Context: an optimization exercise on an open-source flow, tuned for small area, a short achievable clock period and few clock cycles per item. The choices shown serve that exercise and are no tape-out recipe. Function was checked by simulation only, so behaviour that the tests miss may differ from the original.

== P ==
## fxu64
module fxu64 (
    input  wire        clk,
    input  wire        rst,
    input  wire        cmd_valid,
    output wire        cmd_ready,
    input  wire [7:0]  cmd_op,
    input  wire [63:0] cmd_a,
    input  wire [63:0] cmd_b,
    input  wire [63:0] cmd_c,
    output wire        busy,
    output reg         done,
    output reg  [63:0] r0,
    output reg  [63:0] r1,
    output reg  [63:0] r2,
    output reg  [7:0]  status
);
    localparam integer DK = 2;              
    localparam integer MUL_CYC   = 8;
    localparam integer FDIV_CYC  = 64 / DK;
    localparam integer SHDIV_CYC = 96 / DK;
    localparam integer DIVW_CYC  = 128 / DK;
    localparam [63:0] NAN  = 64'h8000_0000_0000_0000;
    localparam [63:0] PINF = 64'h7FFF_FFFF_FFFF_FFFF;
    localparam [63:0] NINF = 64'h8000_0000_0000_0001;
    localparam [7:0] ST_OK = 8'h00, ST_ILL = 8'h03, ST_DZ = 8'h04,
                     ST_DZ_ERR = 8'h05, ST_NV = 8'h08, ST_OF = 8'h10;
    reg       busy_r;
    reg       st_pre, st_it, st_fin;
    reg [6:0] cnt;
    assign busy      = busy_r;
    assign cmd_ready = !busy_r && !rst;
    wire i_mulw  = (cmd_op == 8'h00);
    wire i_divw  = (cmd_op == 8'h01);
    wire i_shdiv = (cmd_op == 8'h02);
    wire i_fadd  = (cmd_op == 8'h10);
    wire i_fsub  = (cmd_op == 8'h11);
    wire i_fmul  = (cmd_op == 8'h12);
    wire i_fdiv  = (cmd_op == 8'h13);
    wire i_frem  = (cmd_op == 8'h14);
    wire i_fneg  = (cmd_op == 8'h15);
    wire i_fcmp  = (cmd_op == 8'h16);
    wire i_fclass= (cmd_op == 8'h17);
    wire i_fconst= (cmd_op == 8'h18);
    wire i_mul   = i_mulw | i_fmul;
    wire i_pre   = i_divw | i_fdiv | i_frem;
    wire i_div   = i_pre | i_shdiv;
    wire i_simple = !(i_mul | i_div);
    reg o_mulw, o_fmul, o_divw, o_shdiv, o_fdiv, o_frem;
    reg o_fadd, o_fsub, o_fneg, o_fcmp, o_fclass, o_fconst, o_ill;
    wire o_mul = o_mulw | o_fmul;
    wire last     = (cnt == 7'd0);
    wire mul_it   = st_it && o_mul;
    wire div_it   = st_it && !o_mul;
    wire complete = st_fin;
    always @(posedge clk) begin
        if (rst) begin
            busy_r <= 1'b0;
  ...
Size: about 410 I/O pins, about 66000 um2 of cells after synthesis.
Settings: LEC_CHECK=0, CAP_MARGIN=35, CORE_MARGIN=2, CORE_UTILIZATION=35, PLACE_DENSITY=0.5, SLEW_MARGIN=35; clock period 15.0 ns.
standard.sh (not shown) runs the stock make flow with config.mk's settings and CLKGATE_MAP_FILE= SYNTH_SCRIPT=/design/flow/synth_recipe.tcl, a recipe that flattens the netlist after the stock synthesis.
==> flow/flow/run.sh <==
#!/bin/bash
set -euo pipefail
bash standard.sh SETUP_SLACK_MARGIN=8 finish > run_standard.log 2>&1
Testbench counts of P, summed over its fixed seeds: cycles 34,829, commands 2,400.
Changes in Q relative to P:
==> flow/flow/run.sh <==
#!/bin/bash
set -euo pipefail
bash standard.sh SETUP_SLACK_MARGIN=8.3 finish > run_standard.log 2>&1
Findings:
Post-route worst hold slack across P and Q: no real change. The share of the clock period used by the worst path after layout in Q sits 1.8 points below the value recorded for P. Detailed route, Q vs P: via total higher for Q. On global-route wire length before repair, P and Q are neck and neck.
Modified inputs, R compared to Q
==> flow/flow/run.sh <==
#!/bin/bash
# Own flow: the standard layout (standard.sh: standard synthesis, floorplan,
# placement, CTS, routing, finish), unchanged except for two ORFS knobs:
#  - every input and output port still gets its own buffer, but buffer_ports
#    uses sky130_fd_sc_hd__buf_1 instead of its default delay buffer.
# The clock, the SDC and everything else are the standard flow's. make's full output goes
# to run_standard.log; each ORFS step keeps its own log under orfs/logs.
set -euo pipefail
bash standard.sh SETUP_SLACK_MARGIN=8.3 "BUFFER_PORTS_ARGS=-buffer_cell sky130_fd_sc_hd__buf_1" finish > run_standard.log 2>&1
### Flow results
Status | Q and R | clean
Final standard cell utilization of the core, Q and R: smaller value in R
R ended up with a lower peak per-stage delay on the critical path than Q did.
Final critical path time including I/O delays and setup in R is 6.3 ps below Q.
The inputs of S differ from those of R as listed below.
Settings: changing PLACE_DENSITY from 0.5 to 0.6; changing CORE_UTILIZATION from 35 to 40.
Findings:
NOTE: number of iterations in the first detailed-routing pass in S exceeds that of R. Delta(number of logic stages on the critical path including buffering, S - R) < 0. Relative to R, instance area at placement has decreased by 1.8% in S. R -> S: final count of negative-setup-slack endpoints delta 0, exact match. S falls short of R in max-slew headroom at the worst pin. S: flow completed, timing, DRC and antenna clean. Per the comparison of S with R, post-detailed-route wirelength per cell down 6.0%; post-placement worst setup slack now smaller.

[afterwards: timing with drivers on the ports]
In the flow no input, the clock included, has a driving cell. The finished layouts below were timed again as built, in two steps. Step 1 assumes that a clkbuf_16 drives the clock port and a buf_2 every other input. Step 2 also shifts input and output timing later by t, the mid clock arrival at the registers, as if the neighbouring blocks saw the same clock. Slacks: no drivers / after step 1 / after step 2; pairs: no drivers / after step 1.
| run | t (ns) | setup WS [ns] | worst setup path at the end | worst register clock-pin slew, ns | worst data-port slew with drivers (ns) |
|---|---|---|---|---|---|
| P | 0.873 | 7.762 / 7.762 / 7.390 | input to register | 0.08 / 0.08 | 0.12 |
| Q | 0.871 | 8.031 / 8.031 / 7.554 | input to register | 0.09 / 0.09 | 0.11 |
| R | 0.887 | 8.038 / 8.038 / 7.555 | input to register | 0.07 / 0.07 | 0.10 |
| S | 0.847 | 7.706 / 7.706 / 7.442 | input to register | 0.07 / 0.07 | 0.34 |
After both steps every run listed still meets setup and hold. The setup slack of R, which loses most, moves by 0.000 ns with the drivers and by -0.483 ns with both steps.
